Source: an optimization exercise on an open RTL-to-GDS flow (aim: small area, a short achievable clock period and few clock cycles per item). Production flows keep margins and buffers that such runs may drop.
No run shown here included a check of the RTL's function; only the layout flow was run.
Power and IR drop assume default switching activity.

`flow/config.mk`:
```
export PLATFORM = sky130hd
export DESIGN_NAME = ironfe_sdb
export DESIGN_NICKNAME = ironfe_sdb
export VERILOG_FILES = /design/flow/design.v
export SDC_FILE = /design/flow/constraint.sdc
export NUM_CORES = 4
export LEC_CHECK = 0
export CAP_MARGIN = 20
export CORE_MARGIN = 2
export CORE_UTILIZATION = 40
export SLEW_MARGIN = 20
```
`flow/constraint.sdc`:
```
create_clock -name core_clock -period 10.0 [get_ports {clk}]
set_input_delay 2.0000 -clock core_clock [delete_from_list [all_inputs] [get_ports {clk}]]
set_output_delay 2.0000 -clock core_clock [all_outputs]
set_load 0.01 [all_outputs]
```
`flow/design.v`:
```
module ironfe_sdb (
    input  wire         clk,
    input  wire         rst,           
    input  wire         cmd_valid,
    output wire         cmd_ready,
    input  wire [103:0] cmd_word,
    output wire         rsp_valid,
    output wire [47:0]  rsp_word,
    output wire         src_ready,
    input  wire         src_valid,
    input  wire         src_eos,
    input  wire [7:0]   src_data,
    output wire         src_close,
    output wire         dst_we,
    output wire [30:0]  dst_addr,
    output wire [7:0]   dst_data
);
    localparam [2:0] E_ARG     = 3'd1,
                     E_UNSUP   = 3'd2,
                     E_RUNLIT  = 3'd3,
                     E_RUNLEN  = 3'd4,
                     E_INVCHR  = 3'd5,
                     E_NOSTART = 3'd6,
                     E_NOEND   = 3'd7;
    localparam [7:0] RLE_MARKER = 8'h90;
    localparam [7:0] BH_MARK    = 8'h3A;
    localparam [7:0] BH_LF      = 8'h0A;
    localparam [7:0] BH_CR      = 8'h0D;
    function [6:0] t6;
        input [7:0] c;
        begin
            case (c)
                8'h21: t6 = {1'b1, 6'd0};   8'h22: t6 = {1'b1, 6'd1};
                8'h23: t6 = {1'b1, 6'd2};   8'h24: t6 = {1'b1, 6'd3};
                8'h25: t6 = {1'b1, 6'd4};   8'h26: t6 = {1'b1, 6'd5};
                8'h27: t6 = {1'b1, 6'd6};   8'h28: t6 = {1'b1, 6'd7};
                8'h29: t6 = {1'b1, 6'd8};   8'h2A: t6 = {1'b1, 6'd9};
                8'h2B: t6 = {1'b1, 6'd10};  8'h2C: t6 = {1'b1, 6'd11};
                8'h2D: t6 = {1'b1, 6'd12};  8'h30: t6 = {1'b1, 6'd13};
                8'h31: t6 = {1'b1, 6'd14};  8'h32: t6 = {1'b1, 6'd15};
                8'h33: t6 = {1'b1, 6'd16};  8'h34: t6 = {1'b1, 6'd17};
                8'h35: t6 = {1'b1, 6'd18};  8'h36: t6 = {1'b1, 6'd19};
                8'h38: t6 = {1'b1, 6'd20};  8'h39: t6 = {1'b1, 6'd21};
                8'h40: t6 = {1'b1, 6'd22};  8'h41: t6 = {1'b1, 6'd23};
                8'h42: t6 = {1'b1, 6'd24};  8'h43: t6 = {1'b1, 6'd25};
                8'h44: t6 = {1'b1, 6'd26};  8'h45: t6 = {1'b1, 6'd27};
                8'h46: t6 = {1'b1, 6'd28};  8'h47: t6 = {1'b1, 6'd29};
                8'h48: t6 = {1'b1, 6'd30};  8'h49: t6 = {1'b1, 6'd31};
                8'h4A: t6 = {1'b1, 6'd32};  8'h4B: t6 = {1'b1, 6'd33};
                8'h4C: t6 = {1'b1, 6'd34};  8'h4D: t6 = {1'b1, 6'd35};
                8'h4E: t6 = {1'b1, 6'd36};  8'h50: t6 = {1'b1, 6'd37};
                8'h51: t6 = {1'b1, 6'd38};  8'h52: t6 = {1'b1, 6'd39};
                8'h53: t6 = {1'b1, 6'd40};  8'h54: t6 = {1'b1, 6'd41};
                8'h55: t6 = {1'b1, 6'd42};  8'h56: t6 = {1'b1, 6'd43};
                8'h58: t6 = {1'b1, 6'd44};  8'h59: t6 = {1'b1, 6'd45};
                8'h5A: t6 = {1'b1, 6'd46};  8'h5B: t6 = {1'b1, 6'd47};
                8'h60: t6 = {1'b1, 6'd48};  8'h61: t6 = {1'b1, 6'd49};
                8'h62: t6 = {1'b1, 6'd50};  8'h63: t6 = {1'b1, 6'd51};
                8'h64: t6 = {1'b1, 6'd52};  8'h65: t6 = {1'b1, 6'd53};
                8'h66: t6 = {1'b1, 6'd54};  8'h68: t6 = {1'b1, 6'd55};
                8'h69: t6 = {1'b1, 6'd56};  8'h6A: t6 = {1'b1, 6'd57};
                8'h6B: t6 = {1'b1, 6'd58};  8'h6C: t6 = {1'b1, 6'd59};
                8'h6D: t6 = {1'b1, 6'd60};  8'h70: t6 = {1'b1, 6'd61};
                8'h71: t6 = {1'b1, 6'd62};  8'h72: t6 = {1'b1, 6'd63};
                default: t6 = 7'd0;
            endcase
        end
    endfunction
    reg        idle_q;         
    reg        s_fetch;        
    reg        s_count;        
    reg        s_fill;         
    reg        s_start;        
    reg        s_err;          
    reg        rv_q;           
    reg [2:0]  code_q;
    reg [1:0]  sub_q;
    reg [7:0]  info_q;
    reg [30:0] n_q;            
    reg [30:0] a_q;            
    reg [30:0] r_q;            
    reg        we_q;
    reg [7:0]  dd_q;
    reg        sr_q;           
    reg        close_q;
    reg        kind_q;         
    reg        fb_q;
    reg        fl_q;
    reg        bound_q;
    reg        bhend_q;        
    reg [7:0]  last_q;         
    reg        lv_q;           
    reg [7:0]  k_q;            
    reg [1:0]  held_q;         
    assign cmd_ready = idle_q;
    assign rsp_valid = rv_q;
    assign rsp_word  = {1'b0, n_q, info_q, 3'b000, sub_q, code_q};
    assign src_ready = sr_q;
    assign src_close = close_q;
    assign dst_we    = we_q;
    assign dst_addr  = a_q;
    assign dst_data  = dd_q;
    wire [2:0]  op       = cmd_word[2:0];
    wire        fb       = cmd_word[3];
    wire        fl       = cmd_word[4];
    wire [31:0] a_cap    = cmd_word[39:8];
    wire [31:0] a_offset = cmd_word[71:40];
    wire [31:0] a_count  = cmd_word[103:72];
    wire [31:0] room     = a_cap - a_offset;
    wire        bad_off  = a_offset[31];
    wire        bad_cnt  = a_count[31];
    wire        bad_room = $signed(a_count) > $signed(room);
    wire        cnt_zero = (a_count == 32'd0);
    wire        t0       = idle_q && cmd_valid;
    wire        fire     = sr_q && src_valid;
    wire        byte_in  = fire && !src_eos;
    wire        d_mark   = (src_data == RLE_MARKER);
    wire        d_zero   = (src_data == 8'h00);
    wire        d_one    = (src_data == 8'h01);
    wire        d_two    = (src_data == 8'h02);
    wire        d_colon  = (src_data == BH_MARK);
    wire        d_nl     = (src_data == BH_LF) || (src_data == BH_CR);
    wire [6:0]  t6_out   = t6(src_data);
    wire        t6_ok    = t6_out[6];
    wire [5:0]  sx       = t6_out[5:0];
    reg  [7:0]  bh_byte;
    reg  [5:0]  bh_acc;
    always @(*) begin
        case (held_q)
            2'd0: begin bh_byte = {2'b00, sx};            bh_acc = sx;                 end
            2'd1: begin bh_byte = {last_q[1:0], sx};      bh_acc = 6'd0;               end
            2'd2: begin bh_byte = {last_q[3:0], sx[5:2]}; bh_acc = {4'd0, sx[1:0]};    end
            default: begin bh_byte = {last_q[5:0], sx[5:4]}; bh_acc = {2'd0, sx[3:0]}; end
        endcase
    end
    wire        bh_emit  = (held_q != 2'd0);
    wire        r_one    = (r_q == 31'd1);
    wire        k_one    = (k_q == 8'd1);
    reg        sched;         
    reg        done;          
    reg        to_fetch, to_count, to_fill, to_err;
    reg [7:0]  dd_n;
    reg [2:0]  ecode;
    reg [7:0]  einfo;
    always @(*) begin
        sched    = 1'b0;
        done     = 1'b0;
        to_fetch = 1'b0;
        to_count = 1'b0;
        to_fill  = 1'b0;
        to_err   = 1'b0;
        ecode    = 3'd0;
        einfo    = 8'd0;
        dd_n     = last_q;
        if (s_fill) begin
            sched = 1'b1;
            if (r_one)      done = 1'b1;
            else if (k_one) to_fetch = 1'b1;
            else            to_fill = 1'b1;
        end
        if (s_fetch) begin
            to_fetch = 1'b1;
            if (!kind_q) begin
                dd_n = src_data;
                if (fire) begin
                    if (src_eos) begin
                        to_fetch = 1'b0;
                        done     = 1'b1;
                    end else if (d_mark) begin
                        to_fetch = 1'b0;
                        to_count = 1'b1;
                    end else begin
                        sched = 1'b1;
                        if (r_one) begin
                            to_fetch = 1'b0;
                            done     = 1'b1;
                        end
                    end
                end
            end else begin
                dd_n = bh_byte;
                if (fire) begin
                    if (src_eos) begin
                        to_fetch = 1'b0;
                        to_err   = 1'b1;
                        ecode    = E_NOEND;
                    end else if (d_nl) begin
                    end else if (d_colon) begin
                        to_fetch = 1'b0;
                        done     = 1'b1;
                    end else if (!t6_ok) begin
                        to_fetch = 1'b0;
                        to_err   = 1'b1;
                        ecode    = E_INVCHR;
                        einfo    = src_data;
                    end else if (bh_emit) begin
                        sched = 1'b1;
                        if (r_one) begin
                            to_fetch = 1'b0;
                            done     = 1'b1;
                        end
                    end
                end
            end
        end
        if (s_count) begin
            to_count = 1'b1;
            dd_n = d_zero ? RLE_MARKER : last_q;
            if (fire) begin
                to_count = 1'b0;
                if (src_eos) begin
                    to_err = 1'b1;
                    ecode  = E_RUNLEN;
                end else if (d_zero) begin
                    sched = 1'b1;
                    if (r_one) done = 1'b1;
                    else       to_fetch = 1'b1;
                end else if (!lv_q) begin
                    to_err = 1'b1;
                    ecode  = E_RUNLIT;
                end else if (d_one) begin
                    to_fetch = 1'b1;
                end else begin
                    sched = 1'b1;
                    if (r_one)      done = 1'b1;
                    else if (d_two) to_fetch = 1'b1;
                    else            to_fill = 1'b1;
                end
            end
        end
    end
    always @(posedge clk) begin
        dd_q <= dd_n;
        if (idle_q)
            a_q <= a_offset[30:0];
        else if (we_q)
            a_q <= a_q + 31'd1;
        if (idle_q || s_err)
            n_q <= 31'd0;
        else if (sched)
            n_q <= n_q + 31'd1;
        if (idle_q)
            r_q <= a_count[30:0];
        else if (sched)
            r_q <= r_q - 31'd1;
        if (s_fill)
            k_q <= k_q - 8'd1;
        else if (s_count && byte_in && lv_q && !d_zero && !d_one)
            k_q <= src_data - 8'd2;
        if (s_fetch && byte_in && !kind_q && !d_mark) begin
            last_q <= src_data;
            lv_q   <= 1'b1;
        end
        if (s_count && byte_in && d_zero && fb_q) begin
            last_q <= RLE_MARKER;
            lv_q   <= 1'b1;
        end
        if (s_fetch && byte_in && kind_q && !d_nl) begin
            if (d_colon) begin
                last_q[5:0] <= 6'd0;
                held_q      <= 2'd0;
            end else if (t6_ok) begin
                last_q[5:0] <= bh_acc;
                held_q      <= held_q + 2'd3;    
            end
        end
        if (s_fetch && byte_in && kind_q && d_colon)
            bhend_q <= 1'b1;
        if (to_err) begin
            code_q <= ecode;
            info_q <= einfo;
        end
        if (rst) begin
            idle_q  <= 1'b1;
            s_fetch <= 1'b0;
            s_count <= 1'b0;
            s_fill  <= 1'b0;
            s_start <= 1'b0;
            s_err   <= 1'b0;
            rv_q    <= 1'b0;
            we_q    <= 1'b0;
            sr_q    <= 1'b0;
            close_q <= 1'b0;
            bound_q <= 1'b0;
        end else begin
            close_q <= 1'b0;
            rv_q    <= 1'b0;
            we_q    <= sched;
            s_err   <= to_err;
            if (t0) begin
                idle_q <= 1'b0;
                code_q <= 3'd0;
                sub_q  <= 2'd0;
                info_q <= 8'd0;
                case (op)
                    3'd0, 3'd1: begin
                        kind_q  <= op[0];
                        fb_q    <= fb && !op[0];
                        fl_q    <= fl;
                        lv_q    <= 1'b0;
                        k_q     <= 8'd0;
                        held_q  <= 2'd0;
                        last_q  <= 8'd0;
                        bhend_q <= 1'b0;
                        bound_q <= !op[0];
                        if (op[0]) begin
                            s_start <= 1'b1;
                            sr_q    <= 1'b1;
                        end else begin
                            idle_q <= 1'b1;
                            rv_q   <= 1'b1;
                        end
                    end
                    3'd2: begin
                        if (bad_off || bad_cnt || bad_room) begin
                            code_q <= E_ARG;
                            sub_q  <= bad_off ? 2'd1 : bad_cnt ? 2'd2 : 2'd3;
                            idle_q <= 1'b1;
                            rv_q   <= 1'b1;
                        end else if (cnt_zero || (kind_q && bhend_q)) begin
                            idle_q <= 1'b1;
                            rv_q   <= 1'b1;
                        end else if (k_q != 8'd0) begin
                            s_fill <= 1'b1;
                        end else begin
                            s_fetch <= 1'b1;
                            sr_q    <= 1'b1;
                        end
                    end
                    3'd3: begin
                        if (bound_q) begin
                            close_q <= !fl_q;
                            bound_q <= 1'b0;
                        end
                        idle_q <= 1'b1;
                        rv_q   <= 1'b1;
                    end
                    default: begin
                        code_q <= E_UNSUP;
                        idle_q <= 1'b1;
                        rv_q   <= 1'b1;
                    end
                endcase
            end else if (s_start) begin
                if (src_valid) begin
                    s_start <= 1'b0;
                    sr_q    <= 1'b0;
                    idle_q  <= 1'b1;
                    rv_q    <= 1'b1;
                    if (!src_eos && d_colon) begin
                        bound_q <= 1'b1;
                    end else begin
                        code_q <= E_NOSTART;
                        info_q <= src_eos ? 8'd0 : src_data;
                    end
                end
            end else if (!idle_q) begin
                s_fetch <= to_fetch;
                s_count <= to_count;
                s_fill  <= to_fill;
                sr_q    <= to_fetch || to_count;
                if (done || s_err) begin
                    idle_q <= 1'b1;
                    rv_q   <= 1'b1;
                end
            end
        end
    end
endmodule
```
`flow/run.sh`:
```
#!/bin/bash
# synth_recipe.tcl (not shown) runs the flow's synth.tcl, then flattens the netlist and writes it again
# the make line also repeats each setting of config.mk as NAME=value (left out here)
make -C /OpenROAD-flow-scripts/flow DESIGN_CONFIG=/design/flow/config.mk WORK_HOME=/design/flow/orfs CLKGATE_MAP_FILE= SYNTH_SCRIPT=/design/flow/synth_recipe.tcl finish
```
==> impl_results.md, run 1 <==
- Outcome: timing/DRC/antenna clean
- Crit-path max FO: 7
- Slew @ Worst Pin: 0.865 ns
- Rel. slew slack: 42.2%
- Area after DPL: 0.0139 mm^2
- TritonCTS clock tree: yes
- First-pass GRT wire length: 57700 um
- I/O pins: 209
- Largest net degree at the start of global routing: 76
- Pwr Density: 130 mW/mm^2
- R2R setup slack: 6.47 ns
- Clock skew: 0.0192 ns
- CTS root buf: clkbuf_16
- Postcts setup bufs: 0
- Nets: 1796
- Clk sink count: 148
- Via density: 5.64
- Core Region: 0.0286 mm^2
- GPL Wtd Cong: 0.901
- Critical path class: in2reg
- Share of cells above drive strength 1: 4.29%
- Post-Synthesis Cells: 1435
- Mapped Avg Cell Area: 8.07 um^2
- Post-Syn Area: 0.0116 mm^2
- Layout area overhead: 24.4%
- Crit path to: sr_q$_SDFFE_PP0P_
- Max-cap violation count: 0
- Static Leakage: 5.44 nW
- Number of synthesized flops with an enable pin: 67
- Cell variety after synth: 81
- Routed vias: 11242
- Crit start category: input port
- Worst Setup End Kind: flip-flop
- Area of the die: 0.0303 mm^2
- Fill count: 2744
- Worst hold slack: 0.475 ns
- First-pass detailed-route iteration total: 5
- Data required time of the worst path: 10.35 ns
- Vias in the first global route: 10879
- Final cell count without fillers: 1992
- Die Height: 174 um
- Clock Path Buffers: 2
- DRT iter0 DRCs: 852
- GRT Util Overall: 23.5%
- R2R Path Start: kind_q$_DFFE_PP_
- Period minus WS final: 6.96 ns
- Drt drc: 0
- Row count: 62
- Total congestion overflow: 0
- Routed wire per std cell: 17.9 um
- HPWL after DPL: 26400 um
- Synth Warn #: 1
- WL final: 35700 um
- Clk pin slew, worst setup/hold paths: 0.06 ns
- Worst skew pair latency: 0.43 ns
- Data arrival, critical path: 7.31 ns
- FF+latch count, synth: 148
- Post-route clock period utilization: 69.6%
- Sequential fraction of the synthesis area: 31.4%
- H-tree Lvls: 4
- Critical R2R Capture: r_q[4]$_DFFE_PP_
- Setup crit start: cmd_word[54]
- Total CTS buffers: 17
- R2R cell count: 6
- Tightest Hold Check Type: reg2reg
- Max Freq: 144 MHz
- Final hold violation count: 0
- Peak supply drop: 104 uV
- Finished Cell Area: 0.0144 mm^2
- Initial antenna violation count: 3
- Routed Antenna Nets: 0
- Synth Flop Type: dfxtp_1
- Die Wd: 174 um
- IO buf count: 201
- Asr flop ratio synth: 0%
- Post-CTS sizing: 0
- Hold buffers post-CTS: 0
- Max-slew violation count: 0
- RSZ-0062 raised after global routing: no
- DP Cell Count: 1959
- Initial Utilization: 40.5%
- Final setup TNS: 0 ns
- # setup viols final: 0
## report_power, final
group	switching (mW)	internal [mW]	total, mW
Sequential	0.0571	0.686	0.743
Combinational	0.266	0.239	0.505
Clock	0.298	0.326	0.625
## final cells by class
type,instances,area (um^2),area share (%)
Multi-Input combinational cell,1134,7360,51.1
Sequential cell,148,3640,25.2
Timing Repair Buffer,209,2070,14.4
Tap cell,384,480,3.33
Clock buffer,19,433,3.00
Inverter,84,315,2.19
Clock inverter,13,114,0.790
Antenna cell,1,2.50,0.0174
## worst max-delay path, stage by stage
cell and delay [ns]:
clkdlybuf4s50_1 0.49, inv_1 0.05, ha_1 0.38, and3_1 0.24
and4_1 0.24, o221a_2 0.27, a221oi_1 0.54, o41ai_1 0.20
nor4_1 0.29, nor2_1 0.13, o211a_1 0.26, ha_1 0.36
nand4_1 0.14, nor2_1 0.19, and3_1 0.28, o311a_1 0.29
nor4_1 0.07, a211o_1 0.35, a311oi_1 0.32, mux2i_1 0.21
## stage by stage
| step | power, mW | util, % | setup WS, ns |
|---|---|---|---|
| final | 1.87 | 50.3 | 3.04 |
| after floorplan | 1.07 | - | 4.15 |
| after CTS | 1.89 | 50.3 | 3.13 |
| after detailed placement | 1.26 | 48.4 | 2.70 |
| after global routing | 1.98 | 50.3 | 2.75 |
| after global placement | 1.25 | 48.4 | 2.80 |
## per-layer routing
layer  GRT usage [%]  wire [um]  up-vias
met5               0         12        -
met4            6.79        699        2
met3            5.56       2420       47
met2            38.4      16500      347
met1            30.8      16100     5337
li1                -          -     5509
## flip-flops by register name (all words and copies together), names as in the netlist, 2 cells and up
signal / cells
info_q: 8
code_q: 3
last_q: 8
held_q: 2
r_q: 31
k_q: 8
dd_q: 8
n_q: 31
sub_q: 2
a_q: 31
## cell usage after synthesis (6+ instances only)
master,count,area (um^2)
o21a_1,6,45.0
a311oi_1,6,52.6
nand4_1,20,125
buf_1,6,22.5
a31oi_1,9,56.3
o211ai_1,14,105
nand2b_1,18,113
xor2_1,48,420
a21o_1,18,135
or3_1,17,106
o21ai_0,123,616
inv_1,83,312
nor3_1,48,240
nand3_1,50,250
ha_1,84,1050
o31ai_1,8,60.1
a22oi_1,12,90.1
dfxtp_1,81,1620
and3_1,23,144
nor4_1,26,163
edfxtp_1,67,2010
or2_2,7,43.8
nor2b_1,12,75.1
and4_1,7,61.3
mux2i_1,12,120
xnor2_1,69,604
a21oi_1,86,430
nand2_1,141,529
a211oi_1,30,225
clkbuf_1,55,206
and2_1,7,43.8
nor2_1,128,480
## layout by cell type (no fill, tap or decap), types with 17 or more instances in the layout
cell             synthesis  routed
edfxtp_1                67      67
a21oi_1                 86      86
nand2_1                141     141
nand3_1                 50      50
nor4_1                  26      25
clkdlybuf4s50_1          0     201
nor2_1                 128     128
clkbuf_16                0      17
and3_1                  23      23
a21o_1                  18      18
nand2b_1                18      18
nor3_1                  48      47
ha_1                    84      84
nand4_1                 20      20
or3_1                   17      17
inv_1                   83      83
xor2_1                  48      48
a211oi_1                30      30
dfxtp_1                 81      80
xnor2_1                 69      69
o21ai_0                123     123
## logic make-up after synthesis
logic type      count (synthesis)  share of synthesized area [%]
xor+xnor                      117                           8.84
mux                            18                           1.72
compound gates                374                           20.5
simple gates                  535                           22.9
flops                         148                           31.4
buf+inv                       156                           5.33
fa+ha+maj                      86                           9.33
other cells                     1                         0.0324
## worst min-delay path by stage
| stage | startpoint | end | cells after the start |
|---|---|---|---|
| final | bhend_q$_DFF_P_ | bhend_q$_DFF_P_ | 2 |
| after global routing | bound_q$_SDFFE_PP0P_ | close_q$_SDFF_PP0_ | 2 |
| after CTS | bhend_q$_DFF_P_ | bhend_q$_DFF_P_ | 2 |
| after detailed placement | bhend_q$_DFF_P_ | bhend_q$_DFF_P_ | 2 |
| after global placement | bhend_q$_DFF_P_ | bhend_q$_DFF_P_ | 2 |
| after floorplan | bhend_q$_DFF_P_ | bhend_q$_DFF_P_ | 2 |
==> run 2, diff against run 1 <==
--- a/flow/design.v
+++ b/flow/design.v
@@ -74,2 +74,4 @@
     reg        s_err;          
+    reg        s_eval;         
+    reg        cap31_q, bad_off_q, bad_cnt_q, zero_q;
     reg        rv_q;           
@@ -108,8 +110,12 @@
     wire [31:0] a_count  = cmd_word[103:72];
-    wire [31:0] room     = a_cap - a_offset;
-    wire        bad_off  = a_offset[31];
-    wire        bad_cnt  = a_count[31];
-    wire        bad_room = $signed(a_count) > $signed(room);
-    wire        cnt_zero = (a_count == 32'd0);
     wire        t0       = idle_q && cmd_valid;
+    wire [31:0] ck_a   = {1'b0, a_q};
+    wire [31:0] ck_r   = {1'b0, r_q};
+    wire [31:0] ck_c   = ~{cap31_q, n_q};
+    wire [31:0] ck_s   = ck_a ^ ck_r ^ ck_c;
+    wire [31:0] ck_k   = (ck_a & ck_r) | (ck_a & ck_c) | (ck_r & ck_c);
+    wire [32:0] ck_t   = {1'b0, ck_s} + {ck_k, 1'b0};
+    wire        bad_room = ck_t[32];
+    wire        arg_bad  = bad_off_q || bad_cnt_q || bad_room;
+    wire        go       = s_eval && !arg_bad && !zero_q && !(kind_q && bhend_q);
     wire        fire     = sr_q && src_valid;
@@ -154,2 +160,7 @@
         dd_n     = last_q;
+        if (s_eval) begin
+            if (!go)                done = 1'b1;
+            else if (k_q != 8'd0)   to_fill = 1'b1;
+            else                    to_fetch = 1'b1;
+        end
         if (s_fill) begin
@@ -231,2 +242,17 @@
     end
+    wire [30:0] a_p, n_p, r_p;
+    assign a_p[0] = 1'b1;
+    assign n_p[0] = 1'b1;
+    assign r_p[0] = 1'b1;
+    genvar gi;
+    generate
+        for (gi = 1; gi < 31; gi = gi + 1) begin : g_cnt
+            assign a_p[gi] = &a_q[gi-1:0];
+            assign n_p[gi] = &n_q[gi-1:0];
+            assign r_p[gi] = ~|r_q[gi-1:0];
+        end
+    endgenerate
+    wire [30:0] a_t = {31{we_q}}  & a_p;
+    wire [30:0] n_t = {31{sched}} & n_p;
+    wire [30:0] r_t = {31{sched}} & r_p;
     always @(posedge clk) begin
@@ -235,12 +261,20 @@
             a_q <= a_offset[30:0];
-        else if (we_q)
-            a_q <= a_q + 31'd1;
-        if (idle_q || s_err)
+        else
+            a_q <= a_q ^ a_t;
+        if (idle_q)
+            n_q <= (op == 3'd2) ? a_cap[30:0] : 31'd0;
+        else if (s_eval || s_err)
             n_q <= 31'd0;
-        else if (sched)
-            n_q <= n_q + 31'd1;
+        else
+            n_q <= n_q ^ n_t;
         if (idle_q)
             r_q <= a_count[30:0];
-        else if (sched)
-            r_q <= r_q - 31'd1;
+        else
+            r_q <= r_q ^ r_t;
+        if (idle_q) begin
+            cap31_q   <= a_cap[31];
+            bad_off_q <= a_offset[31];
+            bad_cnt_q <= a_count[31];
+            zero_q    <= (a_count == 32'd0);
+        end
         if (s_fill)
@@ -272,4 +306,9 @@
         end
+        if (s_eval && arg_bad) begin
+            code_q <= E_ARG;
+            sub_q  <= bad_off_q ? 2'd1 : bad_cnt_q ? 2'd2 : 2'd3;
+        end
         if (rst) begin
             idle_q  <= 1'b1;
+            s_eval  <= 1'b0;
             s_fetch <= 1'b0;
@@ -289,2 +328,3 @@
             s_err   <= to_err;
+            s_eval  <= 1'b0;
             if (t0) begin
@@ -314,16 +354,3 @@
                     3'd2: begin
-                        if (bad_off || bad_cnt || bad_room) begin
-                            code_q <= E_ARG;
-                            sub_q  <= bad_off ? 2'd1 : bad_cnt ? 2'd2 : 2'd3;
-                            idle_q <= 1'b1;
-                            rv_q   <= 1'b1;
-                        end else if (cnt_zero || (kind_q && bhend_q)) begin
-                            idle_q <= 1'b1;
-                            rv_q   <= 1'b1;
-                        end else if (k_q != 8'd0) begin
-                            s_fill <= 1'b1;
-                        end else begin
-                            s_fetch <= 1'b1;
-                            sr_q    <= 1'b1;
-                        end
+                        s_eval <= 1'b1;
                     end
==> flow/flow/run.sh (new file) <==
#!/bin/bash
# Standard ORFS layout, with repair_timing asked for more setup slack than
# the design's clock needs and small port buffers.
set -o pipefail
bash standard.sh SETUP_SLACK_MARGIN=6 "BUFFER_PORTS_ARGS=-buffer_cell sky130_fd_sc_hd__buf_1" finish > standard_flow.log 2>&1
==> flow/standard.sh (new file) <==
#!/bin/bash
# synth_recipe.tcl (not shown) runs the flow's synth.tcl, then flattens the netlist and writes it again
# the make line also repeats each setting of config.mk as NAME=value (left out here)
make -C /OpenROAD-flow-scripts/flow DESIGN_CONFIG=/design/flow/config.mk WORK_HOME=/design/flow/orfs CLKGATE_MAP_FILE= SYNTH_SCRIPT=/design/flow/synth_recipe.tcl "${@:-finish}"
removed: flow/run.sh
==> run 2 against run 1 <==
Against the previous run:
- critical path depth is 6 lower
- global-route usage hardly changed
- register-to-register slack worse by 0.09 ns
- worst setup slack better by 2.7 ns
- largest cell class unchanged
==> impl_results.md, run 2 <==
- Post-Syn Area: 0.0105 mm^2 (-9.1%)
- Commonest non-fill, non-tap cell in the layout: buf_1
- Outcome: timing/DRC/antenna clean
- Tightest Hold Check Type: reg2reg
- Initial antenna violation count: 1 (-2)
- Hold path endpoint: close_q$_SDFF_PP0_
- H-tree Lvls: 4 (unchanged)
- IO buf count: 201 (unchanged)
- Area share of the largest cell type after synthesis: 27.8% (+10 points)
- Worst skew pair latency: 0.44 ns (about the same)
- Post-Synthesis Cells: 1301 (-9.3%)
- Clk sink count: 153 (+3.4%)
- First-pass GRT wire length: 52200 um (-9.5%)
- Setup crit start: src_data[1]
- Max Freq: 234 MHz (+63%)
- Data required time of the worst path: 10.30 ns (-0.05 ns)
- Fill count: 2547 (-7.2%)
- Clock Path Buffers: 2 (unchanged)
- Post-synth top cells: nand2_1 (161), dfxtp_1 (146), o21ai_0 (120)
- Max-cap violation count: 0 (unchanged)
- Area after DPL: 0.0116 mm^2 (-16%)
- Most frequent cell after synthesis: nand2_1
- Row count: 59 (-4.8%)
- Hold Path Depth: 1 (-1)
- Mapped Avg Cell Area: 8.09 um^2 (+0.21%)
- Post-route clock period utilization: 42.7% (-27 points)
- Slew @ Worst Pin: 1.02 ns (+0.153 ns)
- Total power: 1.89 mW (+0.91%)
- Final setup TNS: 0 ns (unchanged)
- Asr flop ratio synth: 0% (unchanged)
- First-pass detailed-route iteration total: 5 (unchanged)
- Pwr Density: 143 mW/mm^2 (+10%)
- Synth area leader: dfxtp_1
- Final hold violation count: 0 (unchanged)
- CTS root buf: clkbuf_16
- Nets: 1714 (-4.6%)
- R2R cell count: 12 (+6)
- Total CTS buffers: 17 (unchanged)
- Finished Cell Area: 0.0132 mm^2 (-8.2%)
- Peak supply drop: 83.5 uV (-20%)
- Crit-path max FO: 6 (-1)
- Drt drc: 0 (unchanged)
- Cell variety after synth: 86 (+6.2%)
- Crit start category: input port
- Synth top area cells: dfxtp_1 (28%), xnor2_1 (6.0%), ha_1 (5.9%)
- Clk pin slew, worst setup/hold paths: 0.08 ns (+0.02 ns)
- FF+latch count, synth: 153 (+3.4%)
- Vias in the first global route: 9646 (-11%)
- Max-slew violation count: 0 (unchanged)
- TritonCTS clock tree: yes
- Routed Antenna Nets: 0 (unchanged)
- GRT Util Overall: 23.5% (about the same)
- Area of the die: 0.0276 mm^2 (-8.9%)
- R2R Path Start: a_q[17]$_DFF_P_
- Total congestion overflow: 0 (unchanged)
- Data arrival, critical path: 4.57 ns (-2.74 ns)
- HPWL after DPL: 23700 um (-10%)
- Via density: 5.46 (-3.2%)
- Synth Warn #: 1 (unchanged)
- Number of synthesized flops with an enable pin: 7 (-90%)
- Die Wd: 166 um (-4.6%)
- Sequential fraction of the synthesis area: 29.8% (-1.6 points)
- Static Leakage: 5.19 nW (-4.7%)
- Commonest non-fill, non-tap cells in the layout: buf_1 (195), nand2_1 (158), dfxtp_1 (145)
- Synth Flop Type: dfxtp_1
- # setup viols final: 0 (unchanged)
- Initial Utilization: 40.5% (about the same)
- Period minus WS final: 4.27 ns (-2.68 ns)
- Core Region: 0.0260 mm^2 (-9.2%)
- Share of cells above drive strength 1: 14.0% (+9.7 points)
- Largest registers: a_q: 31 flops, n_q: 31 flops, r_q: 31 flops
- Critical path class: in2reg
- Hold Startpoint: fl_q$_DFFE_PP_
- WL final: 33200 um (-6.9%)
- Routed vias: 10195 (-9.3%)
- I/O pins: 209 (unchanged)
- R2R setup slack: 6.38 ns (-0.09 ns)
- Layout area overhead: 25.6%
- Rel. slew slack: 31.9% (-10 points)
- DRT iter0 DRCs: 733 (-14%)
- Critical R2R Capture: idle_q$_SDFFE_PP1P_
- Post-layout util: 50.9% (+0.54 points)
- Worst Setup End Kind: flip-flop
- Die Height: 166 um (-4.6%)
- Routed wire per std cell: 17.8 um (-0.61%)
- GPL Wtd Cong: 0.906 (+0.60%)
- Clock skew: 0.0141 ns (-0.00504 ns)
- Largest net degree at the start of global routing: 95 (+25%)
- Hold buffers post-CTS: 0 (unchanged)
- RSZ-0062 raised after global routing: yes
run 2: cell types whose count changed in the layout (fill, tap and decap cells not counted), moves of 32 or more:
cell / before / now
clkdlybuf4s50_1: 201 / 0
a21oi_1: 86 / 49
o21ai_0: 123 / 91
dfxtp_1: 80 / 145
buf_4: 8 / 43
ha_1: 84 / 43
edfxtp_1: 67 / 7
o21ai_1: 0 / 46
buf_1: 0 / 195
run 2: kinds of logic after synthesis:
logic type	count (synthesis)	share of synthesized area, %
AOI/OAI and AO/OA	303	18.4
buffers and inverters	179	6.93
DFF	153	29.8
other	1	0.0356
muxes	19	2.00
adders and majority gates	82	11.8
and+or+nand+nor	470	23.3
xor gates and xnor gates	94	7.82
run 2: per-layer routing:
metal	global-route usage (%)	wire (um)
met5	0	0
met4	7.53	813
met3	3.72	2030
met2	37.6	15300
met1	32.5	15100
run 2: layout make-up:
class	instances	area [um^2]	area share (%)
Antenna cell	1	2.50	0.0189
Clock inverter	13	119	0.899
Sequential cell	153	3140	23.7
Tap cell	335	419	3.17
Timing Repair Buffer	264	1430	10.8
Multi-Input combinational cell	974	7230	54.7
Clock buffer	19	464	3.51
Inverter	107	420	3.18
run 2: how the worst max path moves through the flow:
stage                                  to  slack (ns)  depth (start not counted)
after floorplan           r_q[16]$_DFF_P_        5.57                         13
after global placement     n_q[1]$_DFF_P_        4.40                         11
after detailed placement   r_q[1]$_DFF_P_        4.29                         11
after CTS                 n_q[26]$_DFF_P_        5.75                         13
after global routing      n_q[16]$_DFF_P_        5.64                         14
final                     r_q[14]$_DFF_P_        5.73                         14
run 2: metrics by stage:
stage	setup slack, ns	instances	hold slack, ns
6_report	5.73	1866	0.431
5_1_grt	5.64	1866	0.467
4_1_cts	5.75	1841	0.433
3_5_place_dp	4.29	1779	0.409
3_3_place_gp	4.40	1779	0.400
2_1_floorplan	5.57	1304	0.390
run 2: critical path, cell delays in order:
cell and delay (ns):
buf_1 0.08, buf_6 0.13, buf_12 0.13, ha_4 0.17, mux2_4 0.28, a311o_1 0.30, nor3b_2 0.27, nand3_4 0.20
buf_4 0.21, a21oi_4 0.21, buf_4 0.17, and3_1 0.20, xnor2_1 0.12, o21ai_0 0.08
run 2: timing repair:
item                                    in CTS  in global routing
pin swaps                                   28                 31
resized for setup                           65                 76
buffers inserted                            27                 22
endpoints found under the setup margin      93                 77
cloned                                       3                  2
hold endpoints to repair                     0                  0
run 2: report_power, final:
group          total, mW  internal [mW]  switching (mW)
clock              0.652          0.351           0.302
combinational      0.486          0.209           0.277
sequential         0.751          0.671          0.0797
==> run 3, diff against run 2 <==
==> flow/flow/run.sh (replaced) <==
#!/bin/bash
# Standard ORFS layout, with repair_timing asked for more setup slack than
# the design's clock needs and small port buffers.
set -o pipefail
bash standard.sh SETUP_SLACK_MARGIN=7 "BUFFER_PORTS_ARGS=-buffer_cell sky130_fd_sc_hd__buf_1" finish > standard_flow.log 2>&1
==> run 3 against run 2 <==
Against the previous run:
- critical path depth is the same
- critical path type unchanged
- cell count increased by 3.1%
- largest cell class unchanged
- synthesized cell count unchanged
- sequential power shrank 0.7%
- register-to-register slack better by 0.36 ns
- wire length increased by 2.8%
- maximum frequency up 4.7%
- first-iteration DRC count is 14% higher
==> impl_results.md, run 3 <==
- Outcome: timing/DRC/antenna clean
- Worst hold slack: 0.404 ns (-0.0273 ns)
- Reg area: 0.00330 mm^2 (+5.1%)
- Post-route setup slack: 5.92 ns (+0.191 ns)
- Area of the die: 0.0276 mm^2 (unchanged)
- Worst path depth: 14 (unchanged)
- Area share of the largest cell type after synthesis: 27.8% (unchanged)
- Total CTS buffers: 17 (unchanged)
- Final cell count without fillers: 1924 (+3.1%)
- Final setup TNS: 0 ns (unchanged)
- WL final: 34200 um (+2.8%)
- DP Cell Count: 1780 (+0.056%)
- TritonCTS clock tree: yes
- Die Height: 166 um (unchanged)
- H-tree Lvls: 4 (unchanged)
- Max-cap violation count: 0 (unchanged)
- Share of cells above drive strength 1: 30.2% (+16 points)
- FF+latch count, synth: 153 (unchanged)
- CTS root buf: clkbuf_16
- Post-synth top cells: nand2_1 (161), dfxtp_1 (146), o21ai_0 (120)
- DRT iter0 DRCs: 832 (+14%)
- Routed Antenna Nets: 0 (unchanged)
- Critical path class: in2reg
- Clock Path Buffers: 2 (unchanged)
- Core Region: 0.0260 mm^2 (unchanged)
- Peak supply drop: 100 uV (+20%)
- Die Wd: 166 um (unchanged)
- Max-slew violation count: 0 (unchanged)
- Multi-input logic area: 0.00779 mm^2 (+7.7%)
- Hold Path Depth: 1 (unchanged)
- Initial Utilization: 40.5% (unchanged)
- Max Freq: 245 MHz (+4.7%)
- Most frequent cell after synthesis: nand2_1
- R2R cell count: 12 (unchanged)
- Initial antenna violation count: 1 (unchanged)
- First-pass GRT wire length: 53500 um (+2.6%)
- Data required time of the worst path: 10.31 ns (about the same)
- Total power: 1.98 mW (+4.8%)
- # setup viols final: 0 (unchanged)
- Largest net degree at the start of global routing: 118 (+24%)
- Tightest Hold Check Type: reg2reg
- Synth area leader: dfxtp_1
- Layout area overhead: 39.4%
- Vias in the first global route: 10123 (+4.9%)
- Worst skew pair latency: 0.44 ns (about the same)
- Nets: 1772 (+3.4%)
- Synth Warn #: 1 (unchanged)
- I/O pins: 209 (unchanged)
- GPL Wtd Cong: 0.863 (-4.8%)
- Data arrival, critical path: 4.39 ns (-0.18 ns)
- Clk pin slew, worst setup/hold paths: 0.07 ns (about the same)
- Routed wire per std cell: 17.8 um (-0.27%)
- Commonest non-fill, non-tap cell in the layout: nand2_1
- GRT Util Overall: 23.9% (+0.44 points)
- Pre-CTS WS: 4.42 ns (+0.127 ns)
- Crit start category: input port
- HPWL after DPL: 22900 um (-3.3%)
- Cell variety after synth: 86 (unchanged)
- CP peak stage delay: 0.29 ns (about the same)
- Most Frequent Cell on Critical Path: buf_6
- Mapped Avg Cell Area: 8.09 um^2 (unchanged)
- CP cell instances: buf_6 > buf_8 > ha_4 > mux2_4 > a311o_1 > nor3b_2 > nand3_4 > buf_12 > a2111oi_4 > buf_6 > buf_4 > buf_6 > xnor2_1 > o21ai_1
- Worst Setup End Kind: flip-flop
- Via density: 5.45 (-0.16%)
- Synth Flop Type: dfxtp_1
- Number of synthesized flops with an enable pin: 7 (unchanged)
- Total congestion overflow: 0 (unchanged)
- Largest registers: a_q: 31 flops, n_q: 31 flops, r_q: 31 flops
- Worst path top cell family by delay: buffers and inverters
- Row count: 59 (unchanged)
- Pwr Density: 135 mW/mm^2 (-5.6%)
- Drt drc: 0 (unchanged)
- Period minus WS final: 4.08 ns (-0.191 ns)
- Routed vias: 10495 (+2.9%)
- First-pass detailed-route iteration total: 5 (unchanged)
- Sequential fraction of the synthesis area: 29.8% (unchanged)
- RSZ-0062 raised after global routing: yes
- Static Leakage: 5.94 nW (+14%)
- Bufs and invs on worst path: 6 (+1)
- Clock skew: 0.0151 ns (+0.000965 ns)
- Rel. slew slack: 42.4% (+11 points)
- Final hold violation count: 0 (unchanged)
- Post-Syn Area: 0.0105 mm^2 (unchanged)
- Asr flop ratio synth: 0% (unchanged)
- IO buf count: 201 (unchanged)
- Synth top area cells: dfxtp_1 (28%), xnor2_1 (6.0%), ha_1 (5.9%)
- Post-route clock period utilization: 40.8% (-1.9 points)
- Post-Synthesis Cells: 1301 (unchanged)
- Fill count: 2382 (-6.5%)
- Commonest non-fill, non-tap cells in the layout: nand2_1 (151), buf_1 (134), inv_1 (100)
- Slew @ Worst Pin: 0.863 ns (-0.155 ns)
- Clk sink count: 153 (unchanged)
- Crit-path max FO: 8 (+2)
- Worst-path cell with the longest stage delay: a311o_1
run 3: cell counts after synthesis:
Identical to the previous run, type by type.
run 3: cells by family (layout without fill, tap and decap cells):
logic type	Yosys count	in the layout	share of synthesized area (%)
buffers and inverters	179	460	6.93
flip-flops	153	153	29.8
other	1	5	0.0356
AND/OR/NAND/NOR	470	472	23.3
multiplexers	19	19	2.00
AO/OA/AOI/OAI	303	304	18.4
XOR/XNOR	94	94	7.82
adder cells (fa/ha/maj)	82	82	11.8
run 3: power breakdown:
| part | internal (mW) | leakage (nW) | switching (mW) |
|---|---|---|---|
| Combinational | 0.251 | 4.34 | 0.308 |
| Sequential | 0.671 | 1.30 | 0.0744 |
| Clock | 0.360 | 0.299 | 0.314 |
| Total | 1.28 | 5.94 | 0.697 |
run 3: layout make-up:
type,count,share of cell area [%]
multi-input cells,975,53.1
flip-flops and latches,153,22.5
repair buffers,321,14.5
inverters,107,3.00
clock buffers,17,2.90
well taps,335,2.86
clock inverters,15,1.21
diodes,1,0.0170
run 3: path summary, 6_finish.rpt:
kind	from	to	slack, ns
hold / removal	fl_q$_DFFE_PP_	close_q$_SDFF_PP0_	0.40
setup / recovery	src_data[1]	n_q[23]$_DFF_P_	5.92
setup reg to reg	r_q[13]$_DFF_P_	idle_q$_SDFFE_PP1P_	6.74
hold reg to reg	fl_q$_DFFE_PP_	close_q$_SDFF_PP0_	0.40
run 3: through the flow:
| step | area (um^2) | utilization (%) |
|---|---|---|
| after floorplan | 10900 | - |
| after global placement | 11800 | 45.2 |
| after detailed placement | 11800 | 45.2 |
| after CTS | 13700 | 52.6 |
| after global routing | 14700 | 56.5 |
| final | 14700 | 56.5 |
run 3: layer usage:
layer  vias to the layer above  wire [um]  GRT usage, %
met5                         -          0             0
li1                       5085          -             -
met2                       368      16500          39.9
met3                        64       1980          3.88
met4                         0        912          8.51
met1                      4978      14800          31.4
run 3: what timing repair did:
item	CTS	global route
pin swaps	71	82
setup endpoints to repair	181	168
gates cloned	5	1
hold buffers	0	0
resized for setup	245	206
buffers inserted	66	39
==> run 4, diff against run 3 <==
--- a/flow/design.v
+++ b/flow/design.v
@@ -69,2 +69,3 @@
     reg        idle_q;         
+    reg        s_eval;         
     reg        s_fetch;        
@@ -73,5 +74,3 @@
     reg        s_start;        
-    reg        s_err;          
-    reg        s_eval;         
-    reg        cap31_q, bad_off_q, bad_cnt_q, zero_q;
+    reg        s_wait;         
     reg        rv_q;           
@@ -81,2 +80,6 @@
     reg [30:0] n_q;            
+    reg        cap31_q;
+    reg        bad_off_q;
+    reg        bad_cnt_q;
+    reg        zero_q;
     reg [30:0] a_q;            
@@ -87,2 +90,5 @@
     reg        close_q;
+    reg [7:0]  b_q;            
+    reg        bv_q;           
+    reg        be_q;           
     reg        kind_q;         
@@ -111,20 +117,20 @@
     wire        t0       = idle_q && cmd_valid;
-    wire [31:0] ck_a   = {1'b0, a_q};
-    wire [31:0] ck_r   = {1'b0, r_q};
-    wire [31:0] ck_c   = ~{cap31_q, n_q};
-    wire [31:0] ck_s   = ck_a ^ ck_r ^ ck_c;
-    wire [31:0] ck_k   = (ck_a & ck_r) | (ck_a & ck_c) | (ck_r & ck_c);
-    wire [32:0] ck_t   = {1'b0, ck_s} + {ck_k, 1'b0};
+    wire [31:0] ck_a     = {1'b0, a_q};
+    wire [31:0] ck_r     = {1'b0, r_q};
+    wire [31:0] ck_c     = ~{cap31_q, n_q};
+    wire [31:0] ck_s     = ck_a ^ ck_r ^ ck_c;
+    wire [31:0] ck_k     = (ck_a & ck_r) | (ck_a & ck_c) | (ck_r & ck_c);
+    wire [32:0] ck_t     = {1'b0, ck_s} + {ck_k, 1'b0};
     wire        bad_room = ck_t[32];
     wire        arg_bad  = bad_off_q || bad_cnt_q || bad_room;
-    wire        go       = s_eval && !arg_bad && !zero_q && !(kind_q && bhend_q);
+    wire        go       = !arg_bad && !zero_q && !(kind_q && bhend_q);
     wire        fire     = sr_q && src_valid;
-    wire        byte_in  = fire && !src_eos;
-    wire        d_mark   = (src_data == RLE_MARKER);
-    wire        d_zero   = (src_data == 8'h00);
-    wire        d_one    = (src_data == 8'h01);
-    wire        d_two    = (src_data == 8'h02);
-    wire        d_colon  = (src_data == BH_MARK);
-    wire        d_nl     = (src_data == BH_LF) || (src_data == BH_CR);
-    wire [6:0]  t6_out   = t6(src_data);
+    wire        has      = bv_q || be_q;
+    wire        d_mark   = (b_q == RLE_MARKER);
+    wire        d_zero   = (b_q == 8'h00);
+    wire        d_one    = (b_q == 8'h01);
+    wire        d_two    = (b_q == 8'h02);
+    wire        d_colon  = (b_q == BH_MARK);
+    wire        d_nl     = (b_q == BH_LF) || (b_q == BH_CR);
+    wire [6:0]  t6_out   = t6(b_q);
     wire        t6_ok    = t6_out[6];
@@ -142,4 +148,10 @@
     wire        bh_emit  = (held_q != 2'd0);
-    wire        r_one    = (r_q == 31'd1);
-    wire        k_one    = (k_q == 8'd1);
+    wire        r_eq1    = (r_q == 31'd1);
+    wire        r_eq2    = (r_q == 31'd2);
+    wire        r_one    = we_q ? r_eq2 : r_eq1;
+    wire        r_ge2    = (r_q[30:1] != 30'd0);
+    wire        r_ge3    = r_ge2 && !r_eq2;
+    wire        r_ge4    = (r_q[30:2] != 29'd0);
+    wire        k_last   = (k_q == 8'd3);
+    wire        k_owed   = (k_q >= 8'd3);
     reg        sched;         
@@ -149,3 +161,2 @@
     reg [2:0]  ecode;
-    reg [7:0]  einfo;
     always @(*) begin
@@ -158,8 +169,7 @@
         ecode    = 3'd0;
-        einfo    = 8'd0;
         dd_n     = last_q;
         if (s_eval) begin
-            if (!go)                done = 1'b1;
-            else if (k_q != 8'd0)   to_fill = 1'b1;
-            else                    to_fetch = 1'b1;
+            if (!go)          done = 1'b1;
+            else if (k_owed)  to_fill = 1'b1;
+            else              to_fetch = 1'b1;
         end
@@ -167,5 +177,5 @@
             sched = 1'b1;
-            if (r_one)      done = 1'b1;
-            else if (k_one) to_fetch = 1'b1;
-            else            to_fill = 1'b1;
+            if (r_one)       done = 1'b1;
+            else if (k_last) to_fetch = 1'b1;
+            else             to_fill = 1'b1;
         end
@@ -174,8 +184,8 @@
             if (!kind_q) begin
-                dd_n = src_data;
-                if (fire) begin
-                    if (src_eos) begin
-                        to_fetch = 1'b0;
-                        done     = 1'b1;
-                    end else if (d_mark) begin
+                dd_n = b_q;
+                if (be_q) begin
+                    to_fetch = 1'b0;
+                    done     = 1'b1;
+                end else if (bv_q) begin
+                    if (d_mark) begin
                         to_fetch = 1'b0;
@@ -192,8 +202,8 @@
                 dd_n = bh_byte;
-                if (fire) begin
-                    if (src_eos) begin
-                        to_fetch = 1'b0;
-                        to_err   = 1'b1;
-                        ecode    = E_NOEND;
-                    end else if (d_nl) begin
+                if (be_q) begin
+                    to_fetch = 1'b0;
+                    to_err   = 1'b1;
+                    ecode    = E_NOEND;
+                end else if (bv_q) begin
+                    if (d_nl) begin
                     end else if (d_colon) begin
@@ -205,3 +215,2 @@
                         ecode    = E_INVCHR;
-                        einfo    = src_data;
                     end else if (bh_emit) begin
@@ -219,8 +228,9 @@
             dd_n = d_zero ? RLE_MARKER : last_q;
-            if (fire) begin
+            if (be_q) begin
                 to_count = 1'b0;
-                if (src_eos) begin
-                    to_err = 1'b1;
-                    ecode  = E_RUNLEN;
-                end else if (d_zero) begin
+                to_err   = 1'b1;
+                ecode    = E_RUNLEN;
+            end else if (bv_q) begin
+                to_count = 1'b0;
+                if (d_zero) begin
                     sched = 1'b1;
@@ -242,2 +252,26 @@
     end
+    wire        take     = (s_fetch || s_count || s_start) && has;
+    wire        full_nx  = fire || (has && !take);
+    wire        rn_ge2   = (we_q && sched) ? r_ge4 : (we_q || sched) ? r_ge3 : r_ge2;
+    wire        k_last_nx = (s_fill && k_q == 8'd4) ||
+                            (s_count && bv_q && lv_q && b_q == 8'd3);
+    wire [6:0]  in_t6    = t6(src_data);
+    wire        in_term  = (src_data == BH_MARK) ||
+                           !(in_t6[6] || src_data == BH_LF || src_data == BH_CR);
+    wire        in_short = (src_data[7:2] == 6'd0) && !(src_data[1] && src_data[0]) &&
+                           (lv_q || src_data == 8'h00);
+    reg         sr_n;
+    always @(*) begin
+        sr_n = 1'b0;
+        if (to_fetch) begin
+            if (!kind_q)
+                sr_n = full_nx ? rn_ge2 : 1'b1;
+            else
+                sr_n = fire ? (rn_ge2 && !in_term) : 1'b1;
+        end else if (to_count) begin
+            sr_n = fire ? (rn_ge2 && in_short) : 1'b1;
+        end else if (to_fill) begin
+            sr_n = !full_nx && k_last_nx && rn_ge2;
+        end
+    end
     wire [30:0] a_p, n_p, r_p;
@@ -254,22 +288,10 @@
     endgenerate
-    wire [30:0] a_t = {31{we_q}}  & a_p;
-    wire [30:0] n_t = {31{sched}} & n_p;
-    wire [30:0] r_t = {31{sched}} & r_p;
     always @(posedge clk) begin
         dd_q <= dd_n;
-        if (idle_q)
-            a_q <= a_offset[30:0];
-        else
-            a_q <= a_q ^ a_t;
-        if (idle_q)
-            n_q <= (op == 3'd2) ? a_cap[30:0] : 31'd0;
-        else if (s_eval || s_err)
-            n_q <= 31'd0;
-        else
-            n_q <= n_q ^ n_t;
-        if (idle_q)
-            r_q <= a_count[30:0];
-        else
-            r_q <= r_q ^ r_t;
+        if (fire)
+            b_q <= src_data;
         if (idle_q) begin
+            a_q       <= a_offset[30:0];
+            r_q       <= a_count[30:0];
+            n_q       <= (op == 3'd2) ? a_cap[30:0] : 31'd0;
             cap31_q   <= a_cap[31];
@@ -278,2 +300,9 @@
             zero_q    <= (a_count == 32'd0);
+        end else begin
+            a_q <= a_q ^ ({31{we_q}} & a_p);
+            r_q <= r_q ^ ({31{we_q}} & r_p);
+            if (s_eval || to_err)
+                n_q <= 31'd0;
+            else
+                n_q <= n_q ^ ({31{we_q}} & n_p);
         end
@@ -281,9 +310,9 @@
             k_q <= k_q - 8'd1;
-        else if (s_count && byte_in && lv_q && !d_zero && !d_one)
-            k_q <= src_data - 8'd2;
-        if (s_fetch && byte_in && !kind_q && !d_mark) begin
-            last_q <= src_data;
+        else if (s_count && bv_q && lv_q)
+            k_q <= b_q;
+        if (s_fetch && bv_q && !kind_q && !d_mark) begin
+            last_q <= b_q;
             lv_q   <= 1'b1;
         end
-        if (s_count && byte_in && d_zero && fb_q) begin
+        if (s_count && bv_q && d_zero && fb_q) begin
             last_q <= RLE_MARKER;
@@ -291,3 +320,3 @@
         end
-        if (s_fetch && byte_in && kind_q && !d_nl) begin
+        if (s_fetch && bv_q && kind_q && !d_nl) begin
             if (d_colon) begin
@@ -300,3 +329,3 @@
         end
-        if (s_fetch && byte_in && kind_q && d_colon)
+        if (s_fetch && bv_q && kind_q && d_colon)
             bhend_q <= 1'b1;
@@ -304,3 +333,3 @@
             code_q <= ecode;
-            info_q <= einfo;
+            info_q <= (ecode == E_INVCHR) ? b_q : 8'd0;
         end
@@ -317,3 +346,3 @@
             s_start <= 1'b0;
-            s_err   <= 1'b0;
+            s_wait  <= 1'b0;
             rv_q    <= 1'b0;
@@ -321,2 +350,4 @@
             sr_q    <= 1'b0;
+            bv_q    <= 1'b0;
+            be_q    <= 1'b0;
             close_q <= 1'b0;
@@ -327,4 +358,6 @@
             we_q    <= sched;
-            s_err   <= to_err;
+            s_wait  <= done && sched;
             s_eval  <= 1'b0;
+            bv_q    <= fire ? !src_eos : (bv_q && !take && !idle_q);
+            be_q    <= fire ?  src_eos : (be_q && !take && !idle_q);
             if (t0) begin
@@ -371,8 +404,8 @@
             end else if (s_start) begin
-                if (src_valid) begin
+                sr_q <= sr_q && !fire;
+                if (has) begin
                     s_start <= 1'b0;
-                    sr_q    <= 1'b0;
                     idle_q  <= 1'b1;
                     rv_q    <= 1'b1;
-                    if (!src_eos && d_colon) begin
+                    if (bv_q && d_colon) begin
                         bound_q <= 1'b1;
@@ -380,3 +413,3 @@
                         code_q <= E_NOSTART;
-                        info_q <= src_eos ? 8'd0 : src_data;
+                        info_q <= be_q ? 8'd0 : b_q;
                     end
@@ -387,4 +420,4 @@
                 s_fill  <= to_fill;
-                sr_q    <= to_fetch || to_count;
-                if (done || s_err) begin
+                sr_q    <= sr_n;
+                if ((done && !sched) || to_err || s_wait) begin
                     idle_q <= 1'b1;
==> flow/flow/run.sh (replaced) <==
#!/bin/bash
# Standard ORFS layout, with repair_timing asked for more setup slack than
# the design's clock needs and small port buffers.
set -o pipefail
bash standard.sh SETUP_SLACK_MARGIN=6 "BUFFER_PORTS_ARGS=-buffer_cell sky130_fd_sc_hd__buf_1" finish > standard_flow.log 2>&1
==> run 4 against run 3 <==
Against the previous run:
- sequential share of layout area grew 5.5 points
- die area up 5.4%
- still clean on timing, DRC and antenna
- clock skew down 0.00051 ns
- combinational power down 16%
- core utilization shrank 10 points
==> impl_results.md, run 4 <==
- Outcome: timing/DRC/antenna clean
- Critical path class: in2reg
- Tightest Hold Check Type: reg2reg
- Period minus WS final: 3.77 ns (-0.311 ns)
- DRT iter0 DRCs: 703 (-16%)
- H-tree Lvls: 4 (unchanged)
- IO buf count: 201 (unchanged)
- CTS root buf: clkbuf_16
- Core Region: 0.0276 mm^2 (+6.0%)
- Pwr Density: 156 mW/mm^2 (+15%)
- R2R Path Start: a_q[29]$_DFF_P_
- Post-Synthesis Cells: 1378 (+5.9%)
- Crit start category: input port
- Most frequent cell after synthesis: nand2_1
- Post-route clock period utilization: 37.7% (-3.1 points)
- Clk pin slew, worst setup/hold paths: 0.07 ns (about the same)
- WL final: 32200 um (-5.8%)
- Largest net degree at the start of global routing: 113 (-4.2%)
- R2R setup slack: 6.31 ns (-0.43 ns)
- R2R cell count: 11 (-1)
- Mapped Avg Cell Area: 8.06 um^2 (-0.35%)
- Hold Startpoint: fl_q$_DFFE_PP_
- Area of the die: 0.0291 mm^2 (+5.4%)
- Drt drc: 0 (unchanged)
- Data required time of the worst path: 10.31 ns (about the same)
- Vias in the first global route: 9770 (-3.5%)
- Worst hold slack: 0.443 ns (+0.0391 ns)
- Share of cells above drive strength 1: 6.01% (-24 points)
- Synth top area cells: dfxtp_1 (28%), nand2_1 (6.6%), o21ai_0 (6.3%)
- Number of synthesized flops with an enable pin: 15 (+8)
- Clock skew: 0.0146 ns (-0.000512 ns)
- First-pass detailed-route iteration total: 5 (unchanged)
- Post-Syn Area: 0.0111 mm^2 (+5.6%)
- Synth area leader: dfxtp_1
- Synth Warn #: 1 (unchanged)
- Peak supply drop: 97.6 uV (-2.4%)
- Final hold violation count: 0 (unchanged)
- Largest registers: a_q: 31 flops, n_q: 31 flops, r_q: 31 flops
- Final cell count without fillers: 1927 (+0.16%)
- DP Cell Count: 1893 (+6.3%)
- Data arrival, critical path: 4.09 ns (-0.30 ns)
- Clock Path Buffers: 2 (unchanged)
- Postcts setup bufs: 0 (-100%)
- GRT Util Overall: 22.2% (-1.7 points)
- Setup crit start: src_valid
- Post-layout util: 46.1% (-10 points)
- Initial antenna violation count: 1 (unchanged)
- Routed wire per std cell: 16.7 um (-6.0%)
- I/O pins: 209 (unchanged)
- Die Wd: 171 um (+2.7%)
- Commonest non-fill, non-tap cells in the layout: buf_1 (201), nand2_1 (193), dfxtp_1 (154)
- Crit-path max FO: 11 (+3)
- Max-cap violation count: 0 (unchanged)
- Area share of the largest cell type after synthesis: 27.9% (+0.16 points)
- Sequential fraction of the synthesis area: 32.0% (+2.2 points)
- TritonCTS clock tree: yes
- Max Freq: 265 MHz (+8.2%)
- Routed vias: 10184 (-3.0%)
- Hold Path Depth: 1 (unchanged)
- Post-synth top cells: nand2_1 (194), dfxtp_1 (155), o21ai_0 (140)
- Hold buffers post-CTS: 0 (unchanged)
- Final setup TNS: 0 ns (unchanged)
- Initial Utilization: 40.3% (-0.18 points)
- Routed Antenna Nets: 0 (unchanged)
- Reg area: 0.00356 mm^2 (+7.9%)
- Worst skew pair latency: 0.44 ns (about the same)
- Max-slew violation count: 0 (unchanged)
- Fill count: 2810 (+18%)
- Total CTS buffers: 17 (unchanged)
- Clk sink count: 170 (+11%)
- First-pass GRT wire length: 51300 um (-4.1%)
- Rel. slew slack: 32.8% (-9.6 points)
- FF+latch count, synth: 170 (+11%)
- # setup viols final: 0 (unchanged)
- Asr flop ratio synth: 0% (unchanged)
- Slew @ Worst Pin: 1.01 ns (+0.145 ns)
- Nets: 1730 (-2.4%)
- Commonest non-fill, non-tap cell in the layout: buf_1
- Die Height: 171 um (+2.7%)
- Total congestion overflow: 0 (unchanged)
- Via density: 5.28 (-3.1%)
- Layout area overhead: 14.4%
- RSZ-0062 raised after global routing: no
- Cell variety after synth: 85 (-1.2%)
- Worst Setup End Kind: flip-flop
- Multi-input logic area: 0.00692 mm^2 (-11%)
- Row count: 61 (+3.4%)
- Total power: 1.98 mW (-0.11%)
- Synth Flop Type: dfxtp_1
- HPWL after DPL: 24200 um (+5.7%)
- Static Leakage: 4.79 nW (-19%)
- GPL Wtd Cong: 0.875 (+1.5%)
run 4: cell count changes after synthesis, sizes merged, moves of 6 or more:
| cell | before | now |
|---|---|---|
| nand2b | 15 | 8 |
| a211oi | 20 | 12 |
| mux2i | 12 | 19 |
| dfxtp | 146 | 155 |
| a21oi | 55 | 75 |
| a31oi | 7 | 14 |
| nand2 | 162 | 195 |
| o21ai | 138 | 149 |
| o211ai | 2 | 8 |
| edfxtp | 7 | 15 |
run 4: what timing repair did:
| action | 4_1_cts | 5_1_grt |
|---|---|---|
| setup endpoints to repair | 7 | 8 |
| gates cloned | 0 | 1 |
| resized for setup | 4 | 4 |
run 4: power by group:
part,total [mW],internal [mW],leakage (nW),switching [mW]
clock,0.649,0.339,0.273,0.310
sequential,0.856,0.763,1.43,0.0922
combinational,0.472,0.203,3.09,0.269
run 4: cell families after synthesis:
| logic type | synth area share [%] |
|---|---|
| compound gates | 17.3 |
| xor+xnor | 7.09 |
| buf+inv | 6.25 |
| simple gates | 23.6 |
| mux | 2.62 |
| other cells | 0.0337 |
| fa+ha+maj | 11.2 |
| flops | 32.0 |
run 4: layout make-up:
type,count,area share (%)
diodes,1,0.0197
clock buffers,19,3.57
clock inverters,13,0.837
inverters,102,3.06
multi-input cells,1036,54.5
flip-flops and latches,170,28.0
well taps,378,3.72
repair buffers,207,6.29
repair inverters,1,0.0394
run 4: per-layer routing:
metal,wire (um),GRT usage [%]
met1,14700,29.4
met2,15000,37.3
met3,1670,2.96
met4,835,7.62
met5,0,0
run 4: worst max-delay path: stages:
cell and delay (ns):
buf_1 0.10, nand2_2 0.20, clkinv_4 0.17, nand2_1 0.10, nand2_1 0.24, ha_1 0.39, nor2_1 0.34, o21ai_0 0.14
nand2_1 0.11, nand3_1 0.07, nand3_1 0.12, o21ai_0 0.10
run 4: through the flow:
| step | worst slack [ns] | instance area [um^2] |
|---|---|---|
| 2_1_floorplan | 6.03 | 11100 |
| 3_3_place_gp | 4.90 | 12100 |
| 3_5_place_dp | 4.87 | 12100 |
| 4_1_cts | 6.05 | 12700 |
| 5_1_grt | 6.06 | 12700 |
| 6_report | 6.23 | 12700 |
run 4: final timing paths:
path / to
max reg2reg: sr_q$_SDFFE_PP0P_
max: flip-flop
min reg2reg: close_q$_SDFF_PP0_
min: close_q$_SDFF_PP0_
==> run 5, diff against run 4 <==
==> flow/flow/run.sh (replaced) <==
#!/bin/bash
# Standard ORFS layout, with repair_timing asked for more setup slack than
# the design's clock needs and small port buffers.
set -o pipefail
bash standard.sh SETUP_SLACK_MARGIN=7 "BUFFER_PORTS_ARGS=-buffer_cell sky130_fd_sc_hd__buf_1" finish > standard_flow.log 2>&1
==> run 5 against run 4 <==
Against the previous run:
- still clean on timing, DRC and antenna
- design area rose by 14%
- total power is 6.5% higher
- core utilization increased by 6.5 points
- critical path depth unchanged
- area after synthesis is the same
- die area is the same
- first-iteration DRC count down 6.4%
- largest cell class unchanged
==> impl_results.md, run 5 <==
- Outcome: timing/DRC/antenna clean
- Initial Utilization: 40.3% (unchanged)
- Combinational share of power: 28.3% (+4.4 points)
- Synth Warn #: 1 (unchanged)
- CTS root buf: clkbuf_16
- Most Frequent Cell on Critical Path: o21ai_1
- Tightest Hold Check Type: reg2reg
- Area after DPL: 0.0123 mm^2 (+1.4%)
- Max Freq: 313 MHz (+18%)
- Bufs and invs on worst path: 3 (+1)
- Asr flop ratio synth: 0% (unchanged)
- Commonest non-fill, non-tap cell in the layout: nand2_1
- Post-Syn Area: 0.0111 mm^2 (unchanged)
- H-tree Lvls: 4 (unchanged)
- GRT Util Overall: 23.3% (+1.1 points)
- Worst path top cell family by delay: compound AO/OA/AOI/OAI gates
- Cell Int Power: 1.39 mW (+6.8%)
- Via density: 5.37 (+1.5%)
- Post-synth top cells: nand2_1 (194), dfxtp_1 (155), o21ai_0 (140)
- HPWL after DPL: 24600 um (+1.7%)
- Synth top area cells: dfxtp_1 (28%), nand2_1 (6.6%), o21ai_0 (6.3%)
- Core Region: 0.0276 mm^2 (unchanged)
- Crit-path max FO: 8 (-3)
- Final setup TNS: 0 ns (unchanged)
- CP cell instances: buf_8 > nand2_8 > clkinv_16 > mux2i_4 > buf_4 > ha_4 > nand2_1 > a21oi_1 > a31oi_1 > o21ai_1 > nand3_1 > o21ai_1
- Nets: 1829 (+5.7%)
- Pwr Density: 145 mW/mm^2 (-6.5%)
- Finished Cell Area: 0.0145 mm^2 (+14%)
- IO buf count: 201 (unchanged)
- Largest net degree at the start of global routing: 108 (-4.4%)
- Routed wire per std cell: 17.1 um (+2.3%)
- Fill count: 2600 (-7.5%)
- Max-slew violation count: 0 (unchanged)
- FF+latch count, synth: 170 (unchanged)
- Reg area: 0.00373 mm^2 (+4.9%)
- Worst Setup End Kind: flip-flop
- Routed Antenna Nets: 0 (unchanged)
- Sequential fraction of the synthesis area: 32.0% (unchanged)
- Switching power total: 712 uW (+6.0%)
- TritonCTS clock tree: yes
- Worst skew pair latency: 0.44 ns (about the same)
- Clock skew: 0.0107 ns (-0.00387 ns)
- Most frequent cell after synthesis: nand2_1
- First-pass detailed-route iteration total: 5 (unchanged)
- Share of cells above drive strength 1: 25.1% (+19 points)
- Flop pwr share: 40.4% (-2.9 points)
- First-pass GRT wire length: 53600 um (+4.5%)
- Data required time of the worst path: 10.37 ns (+0.06 ns)
- Period minus WS final: 3.19 ns (-0.579 ns)
- CP peak stage delay: 0.31 ns (-0.08 ns)
- Multi-input logic area: 0.00743 mm^2 (+7.3%)
- I/O pins: 209 (unchanged)
- Initial antenna violation count: 1 (unchanged)
- Rel. slew slack: 35.6% (+2.8 points)
- Area share of the largest cell type after synthesis: 27.9% (unchanged)
- Clock Path Buffers: 2 (unchanged)
- Synth Flop Type: dfxtp_1
- Synth area leader: dfxtp_1
- Crit start category: input port
- Cell variety after synth: 85 (unchanged)
- Commonest non-fill, non-tap cells in the layout: nand2_1 (187), buf_1 (134), o21ai_0 (128)
- Data arrival, critical path: 3.56 ns (-0.53 ns)
- Vias in the first global route: 10111 (+3.5%)
- Largest registers: a_q: 31 flops, n_q: 31 flops, r_q: 31 flops
- Clock share of power: 31.2% (-1.6 points)
- Routed vias: 10873 (+6.8%)
- Drt drc: 0 (unchanged)
- Layout area overhead: 30.4%
- Row count: 61 (unchanged)
- Slew @ Worst Pin: 0.966 ns (-0.0419 ns)
- Clk pin slew, worst setup/hold paths: 0.07 ns (about the same)
## run 5: cell types whose count changed in the layout (fill, tap and decap cells not counted), moves of 14 or more
cell and delta:
buf_2 +34, buf_6 +33, dfxtp_2 +40, ha_1 -15, clkbuf_2 +20, dfxtp_4 +33
inv_1 -15, inv_2 +14, buf_4 +74, ha_4 +14, dfxtp_1 -73, buf_1 -67
## run 5: area by class of cell
cell class | count | share of cell area [%]
Inverter | 102 | 2.93
Clock buffer | 18 | 3.03
Timing Repair inverter | 2 | 0.173
Timing Repair Buffer | 305 | 12.6
Sequential cell | 170 | 25.8
Antenna cell | 1 | 0.0173
Multi-Input combinational cell | 1036 | 51.3
Tap cell | 378 | 3.27
Clock inverter | 14 | 0.942
## run 5: kinds of logic (layout without fill, tap and decap cells)
logic type,count (synthesis),after routing,synth area share [%]
and+or+nand+nor,508,508,23.6
AOI/OAI and AO/OA,324,324,17.3
buffers and inverters,175,441,6.25
DFF,170,170,32.0
xor gates and xnor gates,90,90,7.09
adders and majority gates,82,82,11.2
muxes,28,28,2.62
other,1,5,0.0337
## run 5: metrics by stage
| step | worst slack [ns] | hold slack, ns | instances | power (mW) |
|---|---|---|---|---|
| detailed placement | 5.89 | 0.414 | 1895 | 1.35 |
| global placement | 5.87 | 0.411 | 1894 | 1.33 |
| global route | 6.74 | 0.428 | 2026 | 2.23 |
| CTS | 6.83 | 0.425 | 1986 | 2.07 |
| floorplan | 6.52 | 0.390 | 1381 | 1.20 |
| finish | 6.81 | 0.423 | 2026 | 2.11 |
## run 5: what timing repair did
item                       CTS  global route
pin swaps                   37            30
setup endpoints to repair  123            85
setup buffers               57            39
gates resized for setup    212            95
cloned                       2             0
## run 5: routing by layer
metal  vias up  wire (um)  global-route usage [%]  part of all wire, %
met5         -          0                       0                    0
met4         0        741                    8.06                  2.1
met3        39       1780                    3.10                  5.2
met2       327      17000                    39.6                   49
met1      5216      15100                    30.3                   44
li1       5291          -                       -                    -
## run 5: final timing paths
| kind | slack [ns] | from | end | cells after the start |
|---|---|---|---|---|
| max | 6.81 | src_valid | flip-flop | 12 |
| min | 0.42 | fl_q$_DFFE_PP_ | close_q$_SDFF_PP0_ | 1 |
| max reg2reg | 6.90 | a_q[30]$_DFF_P_ | rv_q$_SDFF_PP0_ | 12 |
| min reg2reg | 0.42 | fl_q$_DFFE_PP_ | close_q$_SDFF_PP0_ | 1 |
## run 5: power groups by stage
stage                     Clock [mW]  Combinational, mW  Sequential, mW
final                          0.658              0.597           0.852
after global routing           0.699              0.666           0.861
after floorplan                    0              0.339           0.859
after CTS                      0.671              0.549           0.852
after global placement             0              0.462           0.869
after detailed placement           0              0.475           0.872
## run 5: worst register-to-register path, delay by kind of cell, from the launching register on
kind	cells	cell delay, ns
AO/OA/AOI/OAI	5	1.03
buffers and inverters	2	0.30
AND/OR/NAND/NOR	3	0.49
flip-flops	1	0.37
adder cells (fa/ha/maj)	2	0.81

[afterwards: timing with drivers on the ports]
How much do the figures lean on ideal ports? The routed layouts below were timed once more, with nothing changed but the port constraints. Step 1: set_driving_cell puts a clkbuf_16 on clk and a buf_2 on each other input, an assumption about the parent block. Step 2 also shifts input and output timing later by t, the mid clock arrival at the registers, as if the neighbouring blocks saw the same clock. a / b / c = no drivers / after step 1 / after step 2; a / b = the first two.
run	shift t [ns]	slack for setup (ns)
run 1	0.476	3.043 / 3.068 / 2.592
run 2	0.477	5.725 / 5.753 / 5.276
run 3	0.482	5.916 / 5.926 / 5.444
run 4	0.484	6.226 / 6.254 / 5.770
run 5	0.486	6.805 / 6.804 / 6.318
After both steps every run listed still meets setup and hold.
